Context: an optimization exercise on an open-source flow, tuned for small area. The choices shown serve that exercise and are no tape-out recipe.
In this exercise RTL edits were held to simulation tests only and were not proved equivalent to the original.
Power and IR drop assume default switching activity.

--- design/flow/flow/run.sh ---
#!/bin/bash
# Layout flow: the standard synthesis, an area re-mapping of its
# combinational logic (registers untouched), then the standard layout with
# small port buffers and a leaner clock tree.
set -euo pipefail
W=$(pwd)
R=$W/orfs/results/$FLOW_PLATFORM/isp_core/base
LIB=$FLOW_HOME/platforms/$FLOW_PLATFORM/lib/sky130_fd_sc_hd__tt_025C_1v80.lib

# 1. standard synthesis
bash standard.sh synth > $W/flow_synth.log 2>&1

# 2. area re-mapping of the combinational cells: a few ABC scripts in
#    parallel, keeping the smallest result
cp $R/1_2_yosys.v $W/standard_1_2_yosys.v
S[1]="+strash;&get,-n;&deepsyn,-T,60;&put;&get,-n;&dch,-f;&nf,-R,1000;&put"
S[2]="+strash;dc2;&get,-n;&deepsyn,-T,60;&put;&get,-n;&dch,-f;&nf,-R,1000;&put"
S[3]="+strash;&get,-n;&deepsyn,-T,60;&put;&get,-n;&dch;&nf,-R,1000;&put"
S[4]="+strash;dch,-f;amap;topo"
for i in 1 2 3 4; do
  RESYN_LIB=$LIB RESYN_TOP=$FLOW_TOP RESYN_IN=$W/standard_1_2_yosys.v RESYN_OUT=$W/resyn_$i.v \
  RESYN_DONT_USE="sky130_fd_sc_hd__probe_p_8 sky130_fd_sc_hd__probec_p_8 sky130_fd_sc_hd__lpflow_*" \
  RESYN_SCRIPT="${S[$i]}" \
    yosys -c $W/flow/resyn.tcl > $W/flow_resyn_$i.log 2>&1 &
done
wait
best=""; besta=""
for i in 1 2 3 4; do
  [[ -s $W/resyn_$i.v ]] || continue
  a=$(grep "Chip area for module" $W/flow_resyn_$i.log | tail -1 | awk '{print $NF}')
  [[ -n "$a" ]] || continue
  if [[ -z "$best" ]] || awk -v x=$a -v y=$besta 'BEGIN{exit !(x<y)}'; then best=$i; besta=$a; fi
done
echo "resyn areas:" $(grep -h "Chip area for module" $W/flow_resyn_*.log | awk '{print $NF}') "chosen $best ($besta)" > $W/flow_resyn_choice.log
if [[ -n "$best" ]]; then
  cp $W/resyn_$best.v $R/1_2_yosys.v
  touch $R/1_2_yosys.v
fi

# 3. the rest of the standard layout
bash standard.sh \
  BUFFER_PORTS_ARGS="-buffer_cell sky130_fd_sc_hd__buf_1" \
  CTS_ARGS="-sink_clustering_enable -repair_clock_nets -buf_list sky130_fd_sc_hd__clkbuf_4 -sink_clustering_size 8 -sink_clustering_max_diameter 50 -dont_use_dummy_load" \
  finish > $W/flow_layout.log 2>&1
--- design/flow/config.mk ---
export PLATFORM = sky130hd
export DESIGN_NAME = isp_core
export DESIGN_NICKNAME = isp_core
export VERILOG_FILES = /design/flow/design.v
export SDC_FILE = /design/flow/constraint.sdc
export NUM_CORES = 4
export LEC_CHECK = 0
export CAP_MARGIN = 0
export CORE_MARGIN = 2
export CORE_UTILIZATION = 40
export GPL_TIMING_DRIVEN = 0
export SLEW_MARGIN = 0
--- design/flow/standard.sh ---
#!/bin/bash
# synth_recipe.tcl (not shown) runs the flow's synth.tcl, then flattens the netlist and writes it again
# the make line also repeats each setting of config.mk as NAME=value (left out here)
make -C /OpenROAD-flow-scripts/flow DESIGN_CONFIG=/design/flow/config.mk WORK_HOME=/design/flow/orfs CLKGATE_MAP_FILE= SYNTH_SCRIPT=/design/flow/synth_recipe.tcl "${@:-finish}"
--- design/flow/flow/resyn.tcl ---
# Area re-mapping of the standard synthesis netlist: the registers (and
# their instance names and cell types) are kept as they are; only the
# combinational cells between them are re-optimised by ABC for area.
yosys -import
proc get_seq_mods {} {
    set r {}
    foreach m [tee -q -s result.string select -list-mod sky130_fd_sc_hd__*] {
        if {[regexp {^sky130_fd_sc_hd__(s?e?df|dl[xr]|sdl)} $m]} { lappend r $m }
    }
    return $r
}
set lib  $::env(RESYN_LIB)
set top  $::env(RESYN_TOP)
set in   $::env(RESYN_IN)
set out  $::env(RESYN_OUT)

read_liberty -ignore_miss_func $lib
read_verilog $in
hierarchy -check -top $top

# sequential cells (and their instance names) stay as they are: make
# them black boxes, then flatten the combinational cells into logic
foreach m [get_seq_mods] { blackbox $m }
flatten
opt_clean -purge
check
stat -liberty $lib

set dont {}
foreach c $::env(RESYN_DONT_USE) { lappend dont -dont_use $c }
abc -liberty $lib {*}$dont -script $::env(RESYN_SCRIPT)
setundef -zero
opt_clean -purge
hilomap -singleton -hicell sky130_fd_sc_hd__conb_1 HI -locell sky130_fd_sc_hd__conb_1 LO
splitnets
opt_clean -purge
yosys rename -hide w:*.*
insbuf -buf sky130_fd_sc_hd__buf_1 A X
stat -liberty $lib
check
blackbox sky130_fd_sc_hd__*
write_verilog -noattr -nohex -nodec $out
--- design/flow/design.v ---
module isp_core (
    input  wire        clk,
    input  wire        rst,
    input  wire        tick_ms,
    input  wire        cmd_valid,
    output wire        cmd_ready,
    input  wire [31:0] cmd_word,
    output reg         rsp_valid,
    input  wire        rsp_ready,
    output reg  [31:0] rsp_word,
    input  wire [7:0]  sid,
    output wire        tp_open,
    input  wire        tp_open_ack,
    output wire        tp_close,
    input  wire        tp_close_ack,
    output wire        tx_valid,
    input  wire        tx_ready,
    output wire [7:0]  tx_data,
    output wire        tx_flush,
    input  wire        tx_flush_ack,
    input  wire [7:0]  rx_avail,
    output wire        rx_rd,
    input  wire        rx_done,
    input  wire        rx_valid,
    input  wire [7:0]  rx_data,
    output reg         busy,
    output reg         done,
    output wire [3:0]  phase_o
);
    localparam [7:0]  C_BEGIN        = 8'h02;
    localparam [7:0]  C_END          = 8'h03;
    localparam [7:0]  C_SYN          = 8'h16;
    localparam [7:0]  C_ACK          = 8'h06;
    localparam [7:0]  C_ERR          = 8'h15;
    localparam [7:0]  C_CMD_START    = 8'h10;
    localparam [7:0]  C_CMD_STOP     = 8'h11;
    localparam [7:0]  C_BAD_CMD      = 8'h21;
    localparam [7:0]  C_BAD_TARGET   = 8'h22;
    localparam [7:0]  C_BAD_DURATION = 8'h23;
    localparam [7:0]  C_EMPTY        = 8'h00;
    localparam [15:0] T_HS_WAIT      = 16'd100;
    localparam [15:0] T_HS_BACKOFF   = 16'd100;
    localparam [15:0] T_CMD_POLL     = 16'd100;
    localparam [15:0] T_CMD_BACKOFF  = 16'd500;
    localparam [15:0] T_CMD_DROP     = 16'd1500;
    localparam [3:0]  N_HS           = 4'd3;
    localparam [3:0]  N_CMD          = 4'd3;
    localparam [7:0]  HS_RX_THRESH   = 8'd1;
    localparam [7:0]  CMD_RX_THRESH  = 8'd7;
    localparam [3:0] P_IDLE       = 4'd0;
    localparam [3:0] HS_IDLE      = 4'd1;
    localparam [3:0] HS_SYNSENT   = 4'd2;
    localparam [3:0] HS_BACKOFF   = 4'd3;
    localparam [3:0] HS_ACKED     = 4'd4;
    localparam [3:0] HS_COMPLETE  = 4'd5;
    localparam [3:0] HS_FAILED    = 4'd6;
    localparam [3:0] CMD_SENT     = 4'd7;
    localparam [3:0] CMD_BACKOFF  = 4'd8;
    localparam [3:0] CMD_OK       = 4'd9;
    localparam [3:0] CMD_REJECTED = 4'd10;
    localparam [3:0] CMD_FAILED   = 4'd11;
    localparam [2:0] R_NONE = 3'd0, R_OK = 3'd1, R_HS_EXH = 3'd2,
                     R_CMD_EXH = 3'd3, R_REJECTED = 3'd4;
    localparam [2:0] E_NONE = 3'd0, E_TIMEOUT = 3'd1, E_TOO_SHORT = 3'd2,
                     E_BAD_BOUNDARY = 3'd3, E_CK_MISMATCH = 3'd4,
                     E_CONN_MISMATCH = 3'd5, E_TYPE_MISMATCH = 3'd6;
    localparam [1:0] DEC_NONE = 2'd0, DEC_OK = 2'd1, DEC_TOO_SHORT = 2'd2,
                     DEC_BAD_BOUNDARY = 2'd3;
    localparam [2:0] REF_ILLEGAL_OPCODE = 3'd1, REF_RESERVED_NONZERO = 3'd2,
                     REF_BAD_INDEX = 3'd3, REF_RX_FULL = 3'd4;
    localparam [7:0] OP_NOP = 8'h00, OP_CKCLR = 8'h01, OP_CKUPD = 8'h02,
                     OP_CKRD = 8'h03, OP_SETID = 8'h10, OP_ENC = 8'h11,
                     OP_RXCLR = 8'h12, OP_RXPUSH = 8'h13, OP_DEC7 = 8'h14,
                     OP_DEC8 = 8'h15, OP_TXRD = 8'h16, OP_RXRD = 8'h17,
                     OP_CMD = 8'h20, OP_START = 8'h21, OP_STOP = 8'h22,
                     OP_RD = 8'h30;
    localparam [7:0] X_SUMS = 8'h02, X_CONN = 8'h10, X_ENC = 8'h80,
                     X_TXRD = 8'h81, X_RXRD = 8'h82, X_STATUS = 8'h27,
                     X_RXLEN = 8'h30, X_DEC = 8'h31, X_ZERO = 8'h45;
    localparam [3:0] S_IDLE  = 4'd0,    
                     S_RSP   = 4'd1,    
                     S_CKU   = 4'd2,    
                     S_OPEN  = 4'd3,    
                     S_TX    = 4'd4,    
                     S_FLUSH = 4'd5,    
                     S_WAIT  = 4'd6,    
                     S_READ  = 4'd7,    
                     S_EVAL  = 4'd8,    
                     S_CLOSE = 4'd9,    
                     S_CKA   = 4'd10,   
                     S_CKB   = 4'd11;   
    function [7:0] add255;
        input [7:0] x;
        input [7:0] y;
        reg   [8:0] s;
        begin
            s = {1'b0, x} + {1'b0, y};
            add255 = s[7:0] + {7'd0, s[8] | (&s[7:0])};
        end
    endfunction
    reg [7:0]  sum1, sum2;
    reg [7:0]  conn_id, cmd_type, cmd_d1, cmd_d2;
    reg [15:0] exp_ck;
    reg [3:0]  phase;
    reg [1:0]  hs_att, cmd_att;
    reg [8:0]  timer;
    reg [7:0]  subcode;
    reg [2:0]  last_err;
    reg        txv;                      
    reg [7:0]  tb1, tb2, tb3, tb4;       
    reg [7:0]  tck1, tck2;               
    reg [7:0]  rxbuf [0:7];
    reg [3:0]  rx_len;
    reg [1:0]  dec_status;
    reg        dec8;
    reg [3:0]  st;
    reg [2:0]  ptr;
    reg [7:0]  ridx;
    wire       seen = (phase != P_IDLE);
    reg [7:0] txbyte;
    always @(*) begin
        case (ptr)
            3'd0: txbyte = txv ? C_BEGIN : 8'd0;
            3'd1: txbyte = tb1;
            3'd2: txbyte = tb2;
            3'd3: txbyte = tb3;
            3'd4: txbyte = tb4;
            3'd5: txbyte = tck2;
            3'd6: txbyte = tck1;
            default: txbyte = txv ? C_END : 8'd0;
        endcase
    end
    wire [7:0] rxbyte = rxbuf[ptr];
    assign phase_o   = phase;
    assign cmd_ready = (st == S_IDLE);
    assign tp_open   = (st == S_OPEN);
    assign tp_close  = (st == S_CLOSE);
    assign tx_valid  = (st == S_TX);
    assign tx_data   = txbyte;
    assign tx_flush  = (st == S_FLUSH);
    assign rx_rd     = (st == S_READ);
    always @(*) begin
        rsp_valid = (st == S_RSP);
        busy      = (st != S_IDLE) && (st != S_RSP);
        done      = !busy && seen;
    end
    reg  [2:0] res_eff;
    always @(*) begin
        case (phase)
            HS_FAILED:    res_eff = R_HS_EXH;
            CMD_OK:       res_eff = R_OK;
            CMD_REJECTED: res_eff = R_REJECTED;
            CMD_FAILED:   res_eff = R_CMD_EXH;
            default:      res_eff = R_NONE;
        endcase
    end
    wire [7:0] sub_eff = (phase == CMD_REJECTED) ? subcode : 8'd0;
    wire       sub_known = (sub_eff == C_BAD_CMD) || (sub_eff == C_BAD_TARGET) ||
                           (sub_eff == C_BAD_DURATION);
    wire [30:0] status_word = {1'b0, seen, 2'b00, cmd_att, 2'b00, hs_att, 1'b0,
                               last_err, sub_eff, phase, sub_known, res_eff};
    wire [7:0] op = cmd_word[31:24];
    wire [7:0] fa = cmd_word[23:16];
    wire [7:0] fb = cmd_word[15:8];
    wire [7:0] fc = cmd_word[7:0];
    reg        op_known;
    reg        op_resv_ok;
    always @(*) begin
        op_known   = 1'b1;
        op_resv_ok = 1'b1;
        case (op)
            OP_NOP, OP_CKCLR, OP_CKRD, OP_RXCLR, OP_DEC7, OP_DEC8, OP_STOP:
                op_resv_ok = (cmd_word[23:0] == 24'd0);
            OP_CKUPD, OP_SETID, OP_RXPUSH, OP_TXRD, OP_RXRD, OP_RD:
                op_resv_ok = (cmd_word[15:0] == 16'd0);
            OP_START:
                op_resv_ok = (fa == 8'd0);
            OP_ENC, OP_CMD:
                op_resv_ok = 1'b1;
            default:
                op_known = 1'b0;
        endcase
    end
    wire [15:0] lo;                       
    genvar gi;
    generate for (gi = 0; gi < 16; gi = gi + 1) begin : g_lo
        assign lo[gi] = (ridx[3:0] == gi);
    end endgenerate
    wire h0 = (ridx[7:4] == 4'h0);
    wire h1 = (ridx[7:4] == 4'h1);
    wire h2 = (ridx[7:4] == 4'h2);
    wire h3 = (ridx[7:4] == 4'h3);
    wire h4 = (ridx[7:4] == 4'h4);
    wire h5 = (ridx[7:4] == 4'h5);
    wire h8 = (ridx[7:4] == 4'h8);
    wire hf = (ridx[7:4] == 4'hF);
    wire rd_ok = (h0 & (lo[0] | lo[1] | lo[2])) |
                 (h1 & (lo[0] | lo[1] | lo[2] | lo[3] | lo[4])) |
                 h2 & !ridx[3] | h3 & !ridx[3] |
                 (h4 & (!ridx[3] | lo[8] | lo[9] | lo[10])) |
                 (h5 & !ridx[3] & !lo[7]) |
                 (h8 & (lo[0] | lo[1] | lo[2]));
    wire dec_ok = (dec_status == DEC_OK);
    wire rx_in  = ({1'b0, ptr} < rx_len);
    wire s_sum1 = h0 & (lo[0] | lo[2]);
    wire s_sum2 = h0 & lo[1];
    wire s_sumh = h0 & lo[2];
    wire s_conn = h1 & lo[0];
    wire s_ctyp = h1 & lo[1] & seen;
    wire s_cd1  = h1 & lo[2] & seen;
    wire s_cd2  = h1 & lo[3] & seen;
    wire s_exp  = h1 & lo[4] & seen;
    wire s_tck  = h8 & lo[0];
    wire s_txb  = h8 & lo[1] & txv;
    wire s_rxb  = (h8 & lo[2] & rx_in) |
                  (h3 & dec_ok & (lo[2] | lo[3] | lo[4] | lo[6] | lo[7] | (lo[5] & dec8)));
    wire s_ph   = h2 & lo[0];
    wire s_res  = h2 & (lo[1] | lo[7]);
    wire s_sub  = h2 & lo[2];
    wire s_lerr = h2 & lo[3];
    wire s_hsa  = h2 & lo[4];
    wire s_cma  = h2 & lo[5];
    wire s_tim  = h2 & lo[6] & seen;
    wire s_st   = h2 & lo[7];
    wire s_rxl  = h3 & lo[0];
    wire s_decs = h3 & lo[1];
    reg [30:0] rd_val;
    always @(*) begin
        rd_val = 31'd0;
        rd_val[7:0] = ({8{s_sum1}} & sum1) | ({8{s_sum2}} & sum2) |
                      ({8{s_conn}} & conn_id) | ({8{s_ctyp}} & cmd_type) |
                      ({8{s_cd1}} & cmd_d1) | ({8{s_cd2}} & cmd_d2) |
                      ({8{s_exp}} & exp_ck[7:0]) | ({8{s_tck}} & tck1) |
                      ({8{s_txb}} & txbyte) | ({8{s_rxb}} & rxbyte) |
                      ({8{s_sub}} & sub_eff) | ({8{s_tim}} & timer[7:0]) |
                      {4'd0, {4{s_ph}} & phase} | {5'd0, {3{s_res}} & res_eff} |
                      {5'd0, {3{s_lerr}} & last_err} | {6'd0, {2{s_hsa}} & hs_att} |
                      {6'd0, {2{s_cma}} & cmd_att} | {4'd0, {4{s_rxl}} & rx_len} |
                      {6'd0, {2{s_decs}} & dec_status} |
                      {{4{s_st}} & phase, s_st & sub_known, 3'd0};
        rd_val[15:8] = ({8{s_sumh}} & sum2) | ({8{s_exp}} & exp_ck[15:8]) |
                       ({8{s_tck}} & tck2) | {7'd0, s_tim & timer[8]} |
                       ({8{s_st}} & sub_eff);
        rd_val[18:16] = {3{s_st}} & last_err;
        rd_val[21:20] = {2{s_st}} & hs_att;
        rd_val[25:24] = {2{s_st}} & cmd_att;
        rd_val[28]    = s_st & seen;
        if (h4) case (ridx[3:0])
            4'h0: rd_val[7:0] = C_BEGIN;
            4'h1: rd_val[7:0] = C_END;
            4'h2: rd_val[7:0] = C_SYN;
            4'h3: rd_val[7:0] = C_ACK;
            4'h4: rd_val[7:0] = C_ERR;
            4'h5: rd_val[7:0] = C_EMPTY;
            4'h6: rd_val[7:0] = C_CMD_START;
            4'h7: rd_val[7:0] = C_CMD_STOP;
            4'h8: rd_val[7:0] = C_BAD_CMD;
            4'h9: rd_val[7:0] = C_BAD_TARGET;
            4'hA: rd_val[7:0] = C_BAD_DURATION;
            default: ;
        endcase
        if (h5) case (ridx[3:0])
            4'h0: rd_val[15:0] = T_HS_WAIT;
            4'h1: rd_val[15:0] = T_HS_BACKOFF;
            4'h2: rd_val[15:0] = T_CMD_POLL;
            4'h3: rd_val[15:0] = T_CMD_BACKOFF;
            4'h4: rd_val[15:0] = T_CMD_DROP;
            4'h5: rd_val[3:0] = N_HS;
            4'h6: rd_val[3:0] = N_CMD;
            default: ;
        endcase
    end
    always @(*) begin
        rsp_word = {!rd_ok, rd_val};
        if (!rd_ok) rsp_word[2:0] = hf ? ridx[2:0] : REF_BAD_INDEX;
    end
    wire [2:0] dec_ptr = (fa[2:1] == 2'b11 && !dec8) ? fa[2:0] - 3'd2 : fa[2:0] - 3'd1;
    wire       ck_frame = (st == S_CKA) || (st == S_CKB);
    wire       ck_half2 = (st == S_CKB) || (st == S_CKU);
    wire [7:0] ck_s1 = ck_frame ? tck1 : sum1;
    wire [7:0] ck_y  = ck_half2 ? (ck_frame ? tck2 : sum2) : (ck_frame ? txbyte : fa);
    wire [7:0] ck_n  = add255(ck_s1, ck_y);
    wire       ck_sess = (phase == HS_IDLE) || (phase == HS_ACKED) || (phase == HS_COMPLETE);
    wire [1:0] d7_status = (rx_len < 4'd7) ? DEC_TOO_SHORT :
                           (rxbuf[0] != C_BEGIN || rxbuf[6] != C_END) ? DEC_BAD_BOUNDARY :
                           DEC_OK;
    wire [1:0] d8_status = (rx_len < 4'd8) ? DEC_TOO_SHORT :
                           (rxbuf[0] != C_BEGIN || rxbuf[7] != C_END) ? DEC_BAD_BOUNDARY :
                           DEC_OK;
    wire ck_match = (rxbuf[4] == tck1) && (rxbuf[5] == tck2);
    reg  [2:0] hs_err;
    reg  [2:0] cmd_err;
    always @(*) begin
        if (d7_status == DEC_TOO_SHORT)           hs_err = E_TOO_SHORT;
        else if (d7_status == DEC_BAD_BOUNDARY)   hs_err = E_BAD_BOUNDARY;
        else if (rxbuf[1] != conn_id)             hs_err = E_CONN_MISMATCH;
        else if (rxbuf[2] != C_SYN)               hs_err = E_TYPE_MISMATCH;
        else if (rxbuf[3] != C_ACK)               hs_err = E_TYPE_MISMATCH;
        else if (!ck_match)                       hs_err = E_CK_MISMATCH;
        else                                      hs_err = E_NONE;
        if (d7_status == DEC_TOO_SHORT)           cmd_err = E_TOO_SHORT;
        else if (d7_status == DEC_BAD_BOUNDARY)   cmd_err = E_BAD_BOUNDARY;
        else if (rxbuf[1] != conn_id)             cmd_err = E_CONN_MISMATCH;
        else if (rxbuf[2] != C_ACK && rxbuf[2] != C_ERR)
                                                  cmd_err = E_TYPE_MISMATCH;
        else if (!ck_match)                       cmd_err = E_CK_MISMATCH;
        else                                      cmd_err = E_NONE;
    end
    wire in_rx_wait = (phase == HS_SYNSENT) || (phase == CMD_SENT);
    wire rx_hit     = (phase == HS_SYNSENT) ? (rx_avail != 8'd0) : (rx_avail >= CMD_RX_THRESH);
    wire t100       = timer[6] & timer[5] & timer[2];
    wire t500       = timer[8] & timer[7] & timer[6] & timer[5] & timer[4] & timer[2];
    wire win_end    = t100;
    wire bo_end     = (phase == HS_BACKOFF) ? t100 : t500;
    wire accept = (st == S_IDLE) && cmd_valid && op_known && op_resv_ok;
    wire sess_acc = accept && (op == OP_CMD || op == OP_START || op == OP_STOP);
    always @(posedge clk) begin
        if (sess_acc) begin
            if (op == OP_START) begin
                cmd_type <= C_CMD_START; cmd_d1 <= fb; cmd_d2 <= fc;
            end else if (op == OP_STOP) begin
                cmd_type <= C_CMD_STOP; cmd_d1 <= C_EMPTY; cmd_d2 <= C_EMPTY;
            end else begin
                cmd_type <= fa; cmd_d1 <= fb; cmd_d2 <= fc;
            end
        end
        if (accept && op == OP_RXPUSH && rx_len != 4'd8)
            rxbuf[rx_len[2:0]] <= fa;
        else if (st == S_READ && !rx_done && rx_valid && rx_len != 4'd7)
            rxbuf[rx_len[2:0]] <= rx_data;
        if (st == S_FLUSH && tx_flush_ack)
            exp_ck <= {tck2, tck1};
        if (st == S_EVAL && phase != HS_SYNSENT)
            subcode <= rxbuf[3];
    end
    always @(posedge clk) begin
        if (rst) begin
            sum1 <= 8'd0; sum2 <= 8'd0;
            conn_id <= 8'd0;
            phase <= P_IDLE;
            hs_att <= 2'd0; cmd_att <= 2'd0;
            last_err <= E_NONE;
            txv <= 1'b0;
            rx_len <= 4'd0;
            dec_status <= DEC_NONE;
            st <= S_IDLE;
        end else begin
            case (st)
            S_IDLE: if (cmd_valid) begin
                st <= S_RSP;
                if (!op_known) begin
                    ridx <= {5'h1E, REF_ILLEGAL_OPCODE};
                end else if (!op_resv_ok) begin
                    ridx <= {5'h1E, REF_RESERVED_NONZERO};
                end else begin
                    case (op)
                    OP_NOP: ridx <= X_STATUS;
                    OP_CKCLR: begin
                        sum1 <= 8'd0; sum2 <= 8'd0;
                        ridx <= X_ZERO;
                    end
                    OP_CKUPD: begin
                        sum1 <= ck_n;
                        ridx <= X_SUMS;
                        st <= S_CKU;
                    end
                    OP_CKRD: ridx <= X_SUMS;
                    OP_SETID: begin
                        conn_id <= fa;
                        ridx <= X_CONN;
                    end
                    OP_ENC: begin
                        tb1 <= conn_id; tb2 <= fa; tb3 <= fb; tb4 <= fc;
                        tck1 <= 8'd0; tck2 <= 8'd0;
                        txv <= 1'b1;
                        ptr <= 3'd1;
                        ridx <= X_ENC;
                        st <= S_CKA;
                    end
                    OP_RXCLR: begin
                        rx_len <= 4'd0;
                        dec_status <= DEC_NONE;
                        ridx <= X_ZERO;
                    end
                    OP_RXPUSH: begin
                        if (rx_len == 4'd8) begin
                            ridx <= {5'h1E, REF_RX_FULL};
                        end else begin
                            rx_len <= rx_len + 4'd1;
                            ridx <= X_RXLEN;
                        end
                    end
                    OP_DEC7: begin
                        dec_status <= d7_status; dec8 <= 1'b0;
                        ridx <= X_DEC;
                    end
                    OP_DEC8: begin
                        dec_status <= d8_status; dec8 <= 1'b1;
                        ridx <= X_DEC;
                    end
                    OP_TXRD, OP_RXRD: begin
                        ptr <= fa[2:0];
                        if (fa > 8'd7) begin
                            ridx <= {5'h1E, REF_BAD_INDEX};
                        end else begin
                            ridx <= (op == OP_TXRD) ? X_TXRD : X_RXRD;
                        end
                    end
                    OP_RD: begin
                        ptr <= dec_ptr;
                        if (fa[7]) begin
                            ridx <= {5'h1E, REF_BAD_INDEX};
                        end else begin
                            ridx <= {1'b0, fa[6:0]};
                        end
                    end
                    default: begin
                        st <= S_OPEN;
                        conn_id <= sid;
                        hs_att <= 2'd0; cmd_att <= 2'd0;
                        last_err <= E_NONE;
                        rx_len <= 4'd0;
                        dec_status <= DEC_NONE;
                    end
                    endcase
                end
            end
            S_RSP: if (rsp_ready) st <= S_IDLE;
            S_CKU: begin
                sum2 <= ck_n;
                st <= S_RSP;
            end
            S_CKA: begin
                tck1 <= ck_n;
                st <= S_CKB;
            end
            S_CKB: begin
                tck2 <= ck_n;
                ptr <= ptr + 3'd1;
                st <= S_CKA;
                if (ptr == 3'd4) begin
                    if (!ck_sess) begin
                        st <= S_RSP;
                    end else begin
                        ptr <= 3'd0;
                        st <= S_TX;
                    end
                end
            end
            S_OPEN: if (tp_open_ack) begin
                phase <= HS_IDLE;
                tb1 <= conn_id; tb2 <= C_SYN; tb3 <= C_EMPTY; tb4 <= C_EMPTY;
                tck1 <= 8'd0; tck2 <= 8'd0;
                txv <= 1'b1;
                ptr <= 3'd1;
                st <= S_CKA;
            end
            S_TX: if (tx_ready) begin
                ptr <= ptr + 3'd1;
                if (ptr == 3'd7)
                    st <= S_FLUSH;
            end
            S_FLUSH: if (tx_flush_ack) begin
                case (phase)
                HS_IDLE: begin
                    hs_att <= hs_att + 2'd1;
                    phase <= HS_SYNSENT;
                    timer <= 9'd0;
                    st <= S_WAIT;
                end
                HS_ACKED: begin
                    phase <= HS_COMPLETE;
                    tb2 <= cmd_type; tb3 <= cmd_d1; tb4 <= cmd_d2;
                    tck1 <= 8'd0; tck2 <= 8'd0;
                    ptr <= 3'd1;
                    st <= S_CKA;
                end
                default: begin
                    cmd_att <= cmd_att + 2'd1;
                    phase <= CMD_SENT;
                    timer <= 9'd0;
                    st <= S_WAIT;
                end
                endcase
            end
            S_WAIT: begin
                if (in_rx_wait) begin
                    if (rx_hit || (win_end && rx_avail != 8'd0)) begin
                        rx_len <= 4'd0;
                        st <= S_READ;
                    end else if (win_end) begin
                        last_err <= E_TIMEOUT;
                        if (phase == HS_SYNSENT) begin
                            if (hs_att == N_HS[1:0]) begin
                                phase <= HS_FAILED;
                                st <= S_CLOSE;
                            end else begin
                                phase <= HS_BACKOFF;
                                timer <= 9'd0;
                            end
                        end else begin
                            if (cmd_att == N_CMD[1:0]) begin
                                phase <= CMD_FAILED;
                                st <= S_CLOSE;
                            end else begin
                                phase <= CMD_BACKOFF;
                                timer <= 9'd0;
                            end
                        end
                    end else if (tick_ms) begin
                        timer <= timer + 9'd1;
                    end
                end else if (bo_end) begin
                    if (phase == HS_BACKOFF) phase <= HS_IDLE;
                    ptr <= 3'd0;
                    st <= S_TX;
                end else if (tick_ms) begin
                    timer <= timer + 9'd1;
                end
            end
            S_READ: begin
                if (rx_done) begin
                    st <= S_EVAL;
                end else if (rx_valid && rx_len != 4'd7) begin
                    rx_len <= rx_len + 4'd1;
                end
            end
            S_EVAL: begin
                dec_status <= d7_status; dec8 <= 1'b0;
                if (phase == HS_SYNSENT) begin
                    if (hs_err == E_NONE) begin
                        phase <= HS_ACKED;
                        tb2 <= C_ACK; tb3 <= C_EMPTY; tb4 <= C_EMPTY;
                        tck1 <= 8'd0; tck2 <= 8'd0;
                        ptr <= 3'd1;
                        st <= S_CKA;
                    end else begin
                        last_err <= hs_err;
                        if (hs_att == N_HS[1:0]) begin
                            phase <= HS_FAILED;
                            st <= S_CLOSE;
                        end else begin
                            phase <= HS_BACKOFF;
                            timer <= 9'd0;
                            st <= S_WAIT;
                        end
                    end
                end else begin
                    if (cmd_err == E_NONE) begin
                        if (rxbuf[2] == C_ACK) begin
                            phase <= CMD_OK;
                        end else begin
                            phase <= CMD_REJECTED;
                        end
                        st <= S_CLOSE;
                    end else begin
                        last_err <= cmd_err;
                        if (cmd_att == N_CMD[1:0]) begin
                            phase <= CMD_FAILED;
                            st <= S_CLOSE;
                        end else begin
                            phase <= CMD_BACKOFF;
                            timer <= 9'd0;
                            st <= S_WAIT;
                        end
                    end
                end
            end
            S_CLOSE: if (tp_close_ack) begin
                ridx <= X_STATUS;
                st <= S_RSP;
            end
            default: st <= S_IDLE;
            endcase
        end
    end
endmodule
--- design/flow/constraint.sdc ---
create_clock -name core_clock -period 16.0 [get_ports {clk}]
set_input_delay 3.2000 -clock core_clock [delete_from_list [all_inputs] [get_ports {clk}]]
set_output_delay 3.2000 -clock core_clock [all_outputs]
set_load 0.01 [all_outputs]
==> results.json <==
{
  "crit_top_cell": "nor3_1",
  "vias": 11800,
  "grt_max_degree": 28,
  "clock-skew-final_ns": 0.105,
  "power_density_nw_per_um2": 107,
  "wl_met3_um": 5770,
  "max-cap-violations": 0,
  "top_layer_used": "met4",
  "rsz0062_at_grt": "no",
  "htree_levels": 2,
  "firstDrtPassIters": 14,
  "yosys_warnings": 1,
  "fp.dieH_um": 179,
  "initial_core_util_pct": 40.9,
  "setup_tns_ns": 0,
  "cts_tree": "built",
  "core_um2": 29800,
  "io_buffers": 112,
  "worst-path-buf-inv": 2,
  "slowest_delay_ns": 1.07,
  "die_w_um": 179,
  "finalCritPeriodShare_pct": 49.0,
  "wl_per_cell_um": 28.0,
  "final_common_cell": "edfxtp_1",
  "areaGrowthSynthToFinish_pct": 10.9,
  "dieArea_um2": 31900,
  "worstSetupEndpointType": "output port",
  "vdd_drop_max_mv": 0.0523,
  "multi_input_area_um2": 5660,
  "worstMarginPinSlew_ns": 1.35,
  "ioPinCount": 120,
  "min_period_ns": 7.84,
  "crit_path_max_fanout": 16,
  "drc_errors": 0,
  "timing.slew.headroom_pct": 10.3,
  "path_delay_family": "simple AND/OR/NAND/NOR gates",
  "first_iter_violations": 1883,
  "outcome": "finished clean",
  "grt_pass1_wl_um": 72500,
  "critical_path_class": "flip-flop to output port",
  "hold_buffers": 0,
  "syn-instance-count": 1228,
  "hold_viol": 0,
  "wl_met2_um": 21600,
  "syn_avg_cell_area_um2": 9.93,
  "nFillCells": 2921,
  "cts_resized": 0,
  "num_rows": 63,
  "ant_nets": 0,
  "via_per_inst": 6.61,
  "grt.total_usage_pct": 31.4,
  "overflow": 0,
  "cts_root_buf": "clkbuf_4",
  "arrival_ns": 4.64,
  "mostFrequentLayoutCells": "181 x edfxtp_1, 164 x nand2_1, 129 x nor2_1, 121 x buf_1, 68 x a21oi_1",
  "clk_latency_ns": 0.69,
  "hold_class": "flip-flop to flip-flop",
  "place_hpwl_um": 37700,
  "routed_wl_um": 49900,
  "leakagePower_nw": 4.28,
  "worst_ep_required_time_ns": 12.80,
  "ff_latch_area_um2": 6420,
  "critPathLaunchType": "flip-flop",
  "wl_met1_um": 20500,
  "fmax_ghz": 0.127,
  "synth_area_um2": 12200,
  "postCtsSetupRepairBufs": 0,
  "clk_path_buf_depth": 3,
  "cts_buffers": 38,
  "place.gp.congestion": 1.03,
  "drive_above_1_share_pct": 3.60,
  "slew_violations": 0,
  "nets": 1459,
  "cts.sinks": 230,
  "antenna_found_initial": 2,
  "setup_viol": 0,
  "cp_slowest_cell": "nor3b_1",
  "cp_cell_sequence": "clkinv_1 > nor3_1 > nor3b_1 > a221oi_1 > nand3_1 > nor3_1 > o21a_1 > o21ai_0 > buf_1",
  "first_global_vias": 10900,
  "clk_pin_slew_ns": 0.09,
  "holdWs_ns": 0.464
}
final timing paths:
check | startpoint | end | slack [ns] | cells after the start
setup reg to reg | st[1] | tck2[5] | 9.11 | 21
hold / removal | rxbuf[3][1] | subcode[1] | 0.46 | 0
setup / recovery | ridx[2] | rsp_word[2] | 8.16 | 9
hold reg to reg | rxbuf[3][1] | subcode[1] | 0.46 | 0
layout make-up:
class | instances | area share (%)
Sequential cell | 230 | 47.4
Multi-Input combinational cell | 957 | 41.8
Timing Repair Buffer | 118 | 3.74
Tap cell | 390 | 3.61
Clock buffer | 38 | 2.11
Inverter | 37 | 1.03
Buffer | 10 | 0.277
Antenna cell | 1 | 0.0185
registers in the layout, summed over array words and instances, names as in the netlist, 4 cells and up, named ones only:
| signal | count |
|---|---|
| cmd_d1 | 8 |
| cmd_d2 | 8 |
| cmd_type | 8 |
| conn_id | 8 |
| exp_ck | 16 |
| phase | 4 |
| ridx | 8 |
| rx_len | 4 |
| rxbuf | 64 |
| st | 4 |
| subcode | 8 |
| sum1 | 8 |
| sum2 | 8 |
| tb1 | 8 |
| tb2 | 8 |
| tb3 | 8 |
| tb4 | 8 |
| tck1 | 8 |
| tck2 | 8 |
| timer | 9 |
metrics by stage:
step / utilization [%] / total power [mW] / setup slack [ns] / instance area [µm²] / instances
detailed placement: 44.4 / 1.13 / 8.06 / 13200 / 1742
floorplan: - / 0.971 / 9.12 / 12200 / 1234
global placement: 44.1 / 1.12 / 7.10 / 13100 / 1736
finish: 45.4 / 1.45 / 8.16 / 13500 / 1781
global route: 45.4 / 1.51 / 8.00 / 13500 / 1781
CTS: 45.4 / 1.43 / 8.36 / 13500 / 1780
worst register-to-register path, cell delays in order, from the launching register on:
cell and delay (ns):
dfxtp_1 0.54, clkinv_1 0.49, nor2_1 0.32, nand2_1 0.43, nor2_1 0.87, nand2_1 0.26, o211ai_1 0.21, nor2b_1 0.22
o21a_1 0.19, a21o_1 0.16, a21oi_1 0.12, maj3_1 0.42, maj3_1 0.40, xnor2_1 0.18, nor2_1 0.09, or3_1 0.34
o21ai_0 0.59, nand2b_1 0.25, nor2_1 0.08, nand2_1 0.09, xor2_1 0.27, nor2_1 0.07
layer usage:
metal / GRT usage, % / vias up
met5: 0 / -
met4: 11.4 / 0
met3: 5.92 / 134
met2: 47.3 / 855
met1: 45.1 / 5642
li1: - / 5143
where the power goes:
part	internal, mW	switching [mW]	total, mW
sequential	0.690	0.0657	0.755
combinational	0.119	0.254	0.373
clock	0.109	0.208	0.317

port drivers added, routing unchanged:
How much do the figures lean on ideal ports? The routed layout below was timed once more, with nothing changed but the port constraints. Step 1 sets driving cells, clkbuf_16 on the clock port and buf_2 on the other inputs (assumed; they add their load-dependent delay and slew). Step 2, shift: input delay + t, output delay - t, t = (earliest + latest rising clock arrival at the registers) / 2. This alone moves slack from input paths to output paths. a / b / c = no drivers / after step 1 / after step 2; a / b = the first two.
shift t [ns]: 0.682
slack for setup (ns): 8.156 / 8.109 / 7.943
hold WS [ns]: 0.464 / 0.464 / 0.464
clock arrival spread, ns: 0.105 / 0.105
After both steps this run still meets setup and hold. The setup slack of this run moves by -0.047 ns with the drivers and by -0.213 ns with both steps.
